This is an optimization exercise on Yosys and OpenROAD, whose aim is small area, not a production implementation.
Function was checked by simulation only, so behaviour that the tests miss may differ from the original.
Power figures rest on the tool's default switching activity, not on a simulated workload.

## design/flow/run.sh

```bash
#!/bin/bash
# synth_recipe.tcl (not shown) runs the flow's synth.tcl, then flattens the netlist and writes it again
# the make line also repeats each setting of config.mk as NAME=value (left out here)
make -C /OpenROAD-flow-scripts/flow DESIGN_CONFIG=/design/flow/config.mk WORK_HOME=/design/flow/orfs CLKGATE_MAP_FILE= SYNTH_SCRIPT=/design/flow/synth_recipe.tcl finish
```

## design/flow/config.mk

```make
export PLATFORM = sky130hd
export DESIGN_NAME = psx_snapshot_block
export DESIGN_NICKNAME = psx_snapshot_block
export VERILOG_FILES = /design/flow/design.v
export SDC_FILE = /design/flow/constraint.sdc
export NUM_CORES = 4
export LEC_CHECK = 0
export CAP_MARGIN = 20
export CORE_MARGIN = 2
export CORE_UTILIZATION = 40
export SLEW_MARGIN = 20
```

## design/flow/constraint.sdc

```tcl
create_clock -name core_clock -period 10.0 [get_ports {clk}]
set_input_delay 2.0000 -clock core_clock [delete_from_list [all_inputs] [get_ports {clk}]]
set_output_delay 2.0000 -clock core_clock [all_outputs]
set_load 0.01 [all_outputs]
```

## design/flow/design.v

```verilog
module psx_timebase #(
    parameter CLK_PER_MS = 64
) (
    input  wire        clk,
    input  wire        rst,
    output reg  [31:0] now_ms,
    output wire        ms_advance,
    output reg         tick
);
    localparam PW = $clog2(CLK_PER_MS);
    reg [PW-1:0] presc;
    localparam [PW-1:0] PRESC_LAST = CLK_PER_MS - 1;
    assign ms_advance = (presc == PRESC_LAST);
    always @(posedge clk) begin
        if (rst) begin
            presc  <= {PW{1'b0}};
            now_ms <= 32'd0;
            tick   <= 1'b0;
        end else begin
            tick <= ms_advance;
            if (ms_advance) begin
                presc  <= {PW{1'b0}};
                now_ms <= now_ms + 32'd1;
            end else begin
                presc <= presc + 1'b1;
            end
        end
    end
endmodule
module psx_producer (
    input  wire        clk,
    input  wire        rst,
    input  wire [13:0] pins,
    input  wire [31:0] now_ms,
    output reg  [31:0] seq,
    output wire [63:0] snap
);
    localparam [2:0] P_SAMPLE = 3'd0,
                     P_BUILD  = 3'd1,
                     P_WBEGIN = 3'd2,
                     P_COPY   = 3'd3,
                     P_WEND   = 3'd4,
                     P_WAIT   = 3'd5;
    localparam B0_SELECT = 0, B0_START = 3, B0_UP = 4, B0_RIGHT = 5,
               B0_DOWN = 6, B0_LEFT = 7;
    localparam B1_L2 = 0, B1_R2 = 1, B1_L1 = 2, B1_R1 = 3,
               B1_TRIANGLE = 4, B1_CIRCLE = 5, B1_CROSS = 6, B1_SQUARE = 7;
    reg  [2:0]  p_phase;
    reg  [2:0]  p_idx;       
    reg  [31:0] p_wake;
    reg  [13:0] level;
    reg  [7:0]  stage [0:7];
    reg  [7:0]  snap_r [0:7];
    reg [7:0] b_btn_a, b_btn_b, b_lt, b_rt;
    always @* begin
        b_btn_a = 8'hFF;
        b_btn_b = 8'hFF;
        b_btn_b[B1_CIRCLE]   = level[0];
        b_btn_b[B1_CROSS]    = level[1];
        b_btn_b[B1_TRIANGLE] = level[2];
        b_btn_b[B1_SQUARE]   = level[3];
        b_btn_b[B1_L1]       = level[4];
        b_btn_b[B1_R1]       = level[5];
        b_btn_b[B1_L2]       = level[6];
        b_btn_b[B1_R2]       = level[7];
        b_btn_a[B0_UP]       = level[8];
        b_btn_a[B0_DOWN]     = level[9];
        b_btn_a[B0_LEFT]     = level[10];
        b_btn_a[B0_RIGHT]    = level[11];
        b_btn_a[B0_START]    = level[12];
        b_btn_a[B0_SELECT]   = level[13];
        b_lt = level[6] ? 8'h00 : 8'hFF;
        b_rt = level[7] ? 8'h00 : 8'hFF;
    end
    wire [31:0] wake_diff = now_ms - p_wake;
    integer i;
    always @(posedge clk) begin
        if (rst) begin
            p_phase <= P_SAMPLE;
            p_idx   <= 3'd0;
            p_wake  <= 32'd0;
            seq     <= 32'd0;
            level   <= 14'h3FFF;
            stage[0] <= 8'hFF; stage[1] <= 8'hFF; stage[2] <= 8'h00; stage[3] <= 8'h00;
            stage[4] <= 8'h80; stage[5] <= 8'h80; stage[6] <= 8'h80; stage[7] <= 8'h80;
            snap_r[0] <= 8'hFF; snap_r[1] <= 8'hFF; snap_r[2] <= 8'h00; snap_r[3] <= 8'h00;
            snap_r[4] <= 8'h80; snap_r[5] <= 8'h80; snap_r[6] <= 8'h80; snap_r[7] <= 8'h80;
        end else begin
            case (p_phase)
                P_SAMPLE: begin
                    level   <= pins;
                    p_phase <= P_BUILD;
                end
                P_BUILD: begin
                    stage[0] <= b_btn_a;
                    stage[1] <= b_btn_b;
                    stage[2] <= b_lt;
                    stage[3] <= b_rt;
                    for (i = 4; i < 8; i = i + 1)
                        stage[i] <= 8'h80;
                    p_phase <= P_WBEGIN;
                end
                P_WBEGIN: begin
                    seq     <= seq + 32'd1;
                    p_idx   <= 3'd0;
                    p_phase <= P_COPY;
                end
                P_COPY: begin
                    snap_r[p_idx] <= stage[p_idx];
                    p_idx <= p_idx + 3'd1;
                    if (p_idx == 3'd7)
                        p_phase <= P_WEND;
                end
                P_WEND: begin
                    seq     <= seq + 32'd1;
                    p_wake  <= now_ms + 32'd1;
                    p_phase <= P_WAIT;
                end
                P_WAIT: begin
                    if (!wake_diff[31])
                        p_phase <= P_SAMPLE;
                end
                default: p_phase <= P_SAMPLE;
            endcase
        end
    end
    genvar g;
    generate
        for (g = 0; g < 8; g = g + 1) begin : g_snap
            assign snap[8*g +: 8] = snap_r[g];
        end
    endgenerate
endmodule
module psx_consumer (
    input  wire        clk,
    input  wire        rst,
    input  wire        rd_start,
    input  wire [31:0] seq,
    input  wire [63:0] snap,
    output wire        rd_busy,
    output reg         rd_valid,
    output wire [63:0] rd_data
);
    localparam [1:0] C_IDLE = 2'd0,
                     C_SEQ1 = 2'd1,
                     C_COPY = 2'd2,
                     C_SEQ2 = 2'd3;
    reg [1:0]  c_phase;
    reg [2:0]  c_idx;        
    reg [31:0] v1, v2;
    reg [7:0]  res [0:7];
    reg [7:0]  out [0:7];
    wire [7:0] snap_byte = snap[8*c_idx +: 8];
    integer i;
    always @(posedge clk) begin
        if (rst) begin
            c_phase  <= C_IDLE;
            c_idx    <= 3'd0;
            v1       <= 32'd0;
            v2       <= 32'd0;
            rd_valid <= 1'b0;
            res[0] <= 8'hFF; res[1] <= 8'hFF; res[2] <= 8'h00; res[3] <= 8'h00;
            res[4] <= 8'h80; res[5] <= 8'h80; res[6] <= 8'h80; res[7] <= 8'h80;
            out[0] <= 8'hFF; out[1] <= 8'hFF; out[2] <= 8'h00; out[3] <= 8'h00;
            out[4] <= 8'h80; out[5] <= 8'h80; out[6] <= 8'h80; out[7] <= 8'h80;
        end else begin
            case (c_phase)
                C_IDLE: begin
                    if (rd_start) begin
                        rd_valid <= 1'b0;
                        c_phase  <= C_SEQ1;
                    end
                end
                C_SEQ1: begin
                    v1 <= seq;
                    if (!seq[0]) begin
                        c_idx   <= 3'd0;
                        c_phase <= C_COPY;
                    end
                end
                C_COPY: begin
                    res[c_idx] <= snap_byte;
                    c_idx <= c_idx + 3'd1;
                    if (c_idx == 3'd7)
                        c_phase <= C_SEQ2;
                end
                C_SEQ2: begin
                    v2 <= seq;
                    if (v1 == seq) begin
                        for (i = 0; i < 8; i = i + 1)
                            out[i] <= res[i];
                        rd_valid <= 1'b1;
                        c_phase  <= C_IDLE;
                    end else begin
                        c_phase <= C_SEQ1;
                    end
                end
            endcase
        end
    end
    assign rd_busy = (c_phase != C_IDLE);
    genvar g;
    generate
        for (g = 0; g < 8; g = g + 1) begin : g_out
            assign rd_data[8*g +: 8] = out[g];
        end
    endgenerate
endmodule
module psx_annunciator (
    input  wire        clk,
    input  wire        rst,
    input  wire [31:0] now_ms,
    input  wire        tick,
    input  wire        st_valid,
    input  wire [2:0]  st_code,
    output wire        indicator
);
    localparam [2:0] S_IDLE = 3'd0, S_READY = 3'd1, S_POLLING = 3'd2,
                     S_CONFIG = 3'd3, S_ERROR = 3'd4;
    localparam [31:0] T_READY = 32'd200,
                      T_BLINK = 32'd100,
                      T_PAUSE = 32'd300,
                      T_ERROR = 32'd50;
    reg [2:0]  status;
    reg [31:0] last;
    reg [1:0]  count;
    reg        phase;
    reg        ind;
    wire [31:0] elapsed = now_ms - last;
    wire [1:0]  n_blinks = (status == S_CONFIG) ? 2'd3 : 2'd2;
    wire set_change = st_valid && (st_code <= S_ERROR) && (st_code != status);
    always @(posedge clk) begin
        if (rst) begin
            status <= S_IDLE;
            last   <= 32'd0;
            count  <= 2'd0;
            phase  <= 1'b0;
            ind    <= 1'b0;
        end else if (set_change) begin
            status <= st_code;
            last   <= now_ms;
            count  <= 2'd0;
            phase  <= 1'b0;
            ind    <= 1'b0;
        end else if (tick) begin
            case (status)
                S_READY, S_ERROR: begin
                    if (elapsed >= ((status == S_READY) ? T_READY : T_ERROR)) begin
                        ind  <= ~ind;
                        last <= now_ms;
                    end
                end
                S_POLLING, S_CONFIG: begin
                    if (!phase) begin
                        if (elapsed >= T_BLINK) begin
                            ind  <= ~ind;
                            last <= now_ms;
                            if (ind) begin
                                count <= count + 2'd1;
                                if (count + 2'd1 == n_blinks)
                                    phase <= 1'b1;
                            end
                        end
                    end else begin
                        if (elapsed >= T_PAUSE) begin
                            count <= 2'd0;
                            phase <= 1'b0;
                            last  <= now_ms;
                            ind   <= 1'b1;
                        end
                    end
                end
                default: ind <= 1'b0;    
            endcase
        end
    end
    assign indicator = ind;
endmodule
module psx_snapshot_block (
    input  wire        clk,
    input  wire        rst,
    input  wire [13:0] pins,
    input  wire        rd_start,
    output wire        rd_busy,
    output wire        rd_valid,
    output wire [63:0] rd_data,
    input  wire        st_valid,
    input  wire [2:0]  st_code,
    output wire        indicator,
    output wire [31:0] seq_dbg
);
    wire [31:0] now_ms;
    wire        ms_advance;
    wire        tick;
    wire [31:0] seq;
    wire [63:0] snap;
    psx_timebase #(.CLK_PER_MS(64)) u_timebase (
        .clk        (clk),
        .rst        (rst),
        .now_ms     (now_ms),
        .ms_advance (ms_advance),
        .tick       (tick)
    );
    psx_producer u_producer (
        .clk    (clk),
        .rst    (rst),
        .pins   (pins),
        .now_ms (now_ms),
        .seq    (seq),
        .snap   (snap)
    );
    psx_consumer u_consumer (
        .clk      (clk),
        .rst      (rst),
        .rd_start (rd_start),
        .seq      (seq),
        .snap     (snap),
        .rd_busy  (rd_busy),
        .rd_valid (rd_valid),
        .rd_data  (rd_data)
    );
    psx_annunciator u_annunciator (
        .clk       (clk),
        .rst       (rst),
        .now_ms    (now_ms),
        .tick      (tick),
        .st_valid  (st_valid),
        .st_code   (st_code),
        .indicator (indicator)
    );
    assign seq_dbg = seq;
endmodule
```

==> qor.csv <==
stage,metric,value,unit
routing,ant_nets,0,
critical_path,startpoint_type,register,
global_route,grt_pass1_vias,14600,
routing,drtPass1Iterations,6,
critical_path,crit_fanout,32,
routing,drt_iter0_drc,1000,
place,portBuffers,119,
global_route,antenna_found_initial,0,
sta,clock.fmax,0.217,GHz
routing,viasPerCell,5.22,
power,p_int,2920,µW
critical_path,cp_cell_sequence,ha_1 > and4_1 > o2111a_1 > o21ai_2 > o21ai_1 > mux2i_1 > o22ai_1 > nor4b_1 > nand2_2 > o21ai_2 > o21a_2 > mux2i_1,
yosys,synth_top_area_share,27.5,%
power,power.leakage,0.00949,µW
yosys,yosysTopAreaCell,dfxtp_1,
power,power_switching,928,µW
yosys,netlist_top_cells_area,"dfxtp_1, edfxtp_1, mux2i_1",
critical_path,crit_slowest_cell,o21a_2,
global_route,grt-ovfl-total,0,
floorplanning,core-area,0.0503,mm²
power,clkPwrFrac,43.8,%
routing,drt-total-wl,46.1,mm
sta,period_needed,4.61,ns
power,swShare,24.1,%
clock_tree,clock_latency,0.59,ns
floorplanning,die_w,230,µm
yosys,syn_area_per_cell,9.58,µm²
yosys,synth_fa_ha_area_share,5.07,%
yosys,synth_flop_cell,dfxtp_1,
critical_path,crit_buf_inv,0,
clock_tree,cts.sinks,408,
clock_tree,tritoncts,built,
routing,wl_met1,22.4,mm
layout,n_fill_cell,4764,
sta,period_share,46.1,%
routing,wl_met2,20.4,mm
yosys,synth_cells,2128,
floorplanning,initial_core_util,40.5,%
power,p_seq_share,46.4,%
layout,drive_gt1_share,6.51,%
clock_tree,ctsResizeCount,0,
outcome,status,finished clean,
global_route,grt_pass1_wl,76.7,mm
yosys,synth_compound_area_share,10.8,%
power,ir_worst_vdd,0.000120,V
global_route,grt_max_degree,117,
sta,slew_headroom,25.1,%
clock_tree,postCtsSetupRepairBufs,0,
critical_path,cp_top_family,compound AO/OA/AOI/OAI gates,
min_path,holdCritPathClass,register to register,
clock_tree,clk_pin_slew,0.06,ns
critical_path,slowest_delay,0.83,ns
floorplanning,fp.dieH,230,µm
floorplanning,design.die.area,0.0528,mm²
routing,met3_length,2.31,mm
sta,fin_tns_setup,0,ns
floorplanning,io-pin-count,120,
layout,final_cell_mix,"nor2_1, dfxtp_1, nand2_1",
floorplanning,rows,82,
routing,drt-wirelength-per-cell,15.9,µm
sta,grt_setup_unrepaired,false,
routing,post-route-drc-count,0,
layout,antennaDiodeCount,0,
yosys,synth_xor_area_share,5.41,%
yosys,synth_top_family_by_area,simple AND/OR/NAND/NOR gates,
yosys,synthArstFlopShare,0,%
power,p_per_area,163,mW/mm²
sta,maxSlewViolCount,0,
power,power_frac_comb,9.8,%
place,gp_congestion,0.856,
clock_tree,cts_buffers,44,
clock_tree,hold_buffers,0,
clock_tree,cts-root-buf,clkbuf_16,
critical_path,required,10.49,ns
yosys,syn_area,0.0204,mm²
routing,highest_layer,met4,
sta,clock_skew,0.0282,ns
yosys,synth_edf_count,128,
yosys,synthMuxAreaShare,8.17,%
clock_tree,cts_htree_levels,2,
critical_path,path_class,register to register,
sta,finalSetupViolCount,0,
sta,tightest_slew,1.09,ns
yosys,yosys.area_share.simple,20.2,%
layout,fin_util,46.9,%
global_route,grt_use_total,17.5,%
layout,final_common_cell,nor2_1,
flow_run,drv_cap,0,
yosys,ys_ff_latch,408,
yosys,ys_types,85,
clock_tree,cts_max_path_buffers,3,
layout,area_delta_synth_final,15.7,%
layout,layout.nets,2295,
routing,vias,15100,
yosys,yosysSeqAreaShare,46.4,%
critical_path,cp.arrival,5.09,ns
place,dp_hpwl,32.0,mm
sta,holdWs,0.459,ns
yosys,yosysWarnings,6,
critical_path,cp-end-kind,register,
sta,finalHoldViolCount,0,
-- per-layer routing --
metal,GRT usage (%),vias up
met1,24.8,7181
met4,4.66,0
met2,27.4,309
met5,0,-
met3,3.45,62
li1,-,7588
-- logic make-up (layout without fill, tap and decap cells) --
logic type,count (synthesis),count (layout)
XOR/XNOR,126,126
other,1,4
multiplexers,146,146
AND/OR/NAND/NOR,850,850
flip-flops,408,408
AO/OA/AOI/OAI,317,317
adder cells (fa/ha/maj),82,82
buffers and inverters,198,294
-- Yosys cell counts (6+ instances only) --
master / n
a21o_1: 28
nor2b_1: 25
mux2i_1: 128
edfxtp_1: 128
a211o_1: 35
inv_1: 77
o21ai_1: 9
o21a_1: 11
nand2_1: 159
a211oi_1: 32
xor2_1: 94
and2_1: 6
or2_2: 8
o211ai_1: 6
xnor2_1: 32
mux4_2: 16
o21ai_0: 48
a21oi_1: 83
and3_1: 48
nor4_1: 18
ha_1: 81
nand3_1: 45
dfxtp_1: 280
nor3b_1: 10
buf_2: 6
nand3b_1: 16
nor3_1: 32
buf_1: 9
nand4_1: 33
nand2b_1: 96
clkbuf_1: 99
or3_1: 25
nor2_1: 313
-- sequential cells by signal, summed over array words and instances (netlist names) --
| signal | count |
|---|---|
| u_annunciator.ind | 1 |
| u_annunciator.count | 2 |
| u_annunciator.phase | 1 |
| u_producer.p_wake | 32 |
| u_producer.seq | 32 |
| u_producer.level | 14 |
| u_timebase.now_ms | 32 |
| u_producer.stage | 16 |
| u_producer.p_phase | 3 |
| u_producer.p_idx | 3 |
| u_consumer.v1 | 32 |
| u_timebase.presc | 6 |
| u_consumer.c_phase | 2 |
| u_timebase.tick | 1 |
| rd_data | 64 |
| u_annunciator.status | 3 |
| u_consumer.rd_valid | 1 |
| u_producer.snap_r | 64 |
| u_consumer.c_idx | 3 |
| u_consumer.res | 64 |
| u_annunciator.last | 32 |
-- power by group through the flow --
stage	Clock, µW	Sequential (µW)	Combinational, µW
after floorplan	0	1820	270
after global placement	0	1820	373
after detailed placement	0	1820	381
after CTS	1730	1790	381
after global routing	1800	1790	415
final	1690	1790	377
-- final cells by class --
cell class                 instances  area, µm²  area share (%)
tap                              672        841            3.56
multi-input combinational       1525      10200            43.0
inverter                          78        293            1.24
clock inverter                    13        209           0.886
timing repair buffer             135       1320            5.58
sequential                       408       9450            40.1
clock buffer                      68       1330            5.64
-- worst paths after layout --
path | start | end | slack (ns) | cells past startpoint
min reg2reg | u_producer.level[3] | u_producer.stage[1][7] | 0.46 | 2
max | u_timebase.now_ms[8] | u_annunciator.last[2] | 5.39 | 12
max reg2reg | u_timebase.now_ms[8] | u_annunciator.last[2] | 5.39 | 12
min | u_producer.level[3] | u_producer.stage[1][7] | 0.46 | 2
-- worst register-to-register path: stages, from the launching register on --
cell and delay (ns):
dfxtp_1 0.41, ha_1 0.45, and4_1 0.27, o2111a_1 0.21, o21ai_2 0.13, o21ai_1 0.54
mux2i_1 0.32, o22ai_1 0.12, nor4b_1 0.54, nand2_2 0.18, o21ai_2 0.21, o21a_2 0.84
mux2i_1 0.29
-- per-stage QoR --
step           instance area [µm²]  power (µW)  std cells  setup WS, ns
4_1_cts                      23600        3900       2899          5.35
2_1_floorplan                20400        2090       2131          6.31
5_1_grt                      23600        4010       2899          5.01
3_3_place_gp                 22000        2200       2818          5.00
3_5_place_dp                 22000        2200       2818          4.91
6_report                     23600        3850       2899          5.39

static timing again, ports no longer ideal:
The results above use ideal ports. As a check the final layout listed here was re-extracted and re-timed, cells and wires unchanged. Step 1 assumes that a clkbuf_16 drives the clock port and a buf_2 every other input. Step 2 also shifts input and output timing later by t, the mid clock arrival at the registers, as if the neighbouring blocks saw the same clock. Three values: ideal, step 1, step 2; two values: the first two.
shift t [ns]: 0.636
setup WS [ns]: 5.395 / 5.395 / 4.944
hold slack, ns: 0.459 / 0.459 / 0.459
slew at the worst register clock pin (ns): 0.06 / 0.06
After both steps this run still meets setup and hold. The setup slack of this run moves by 0.000 ns with the drivers and by -0.451 ns with both steps.
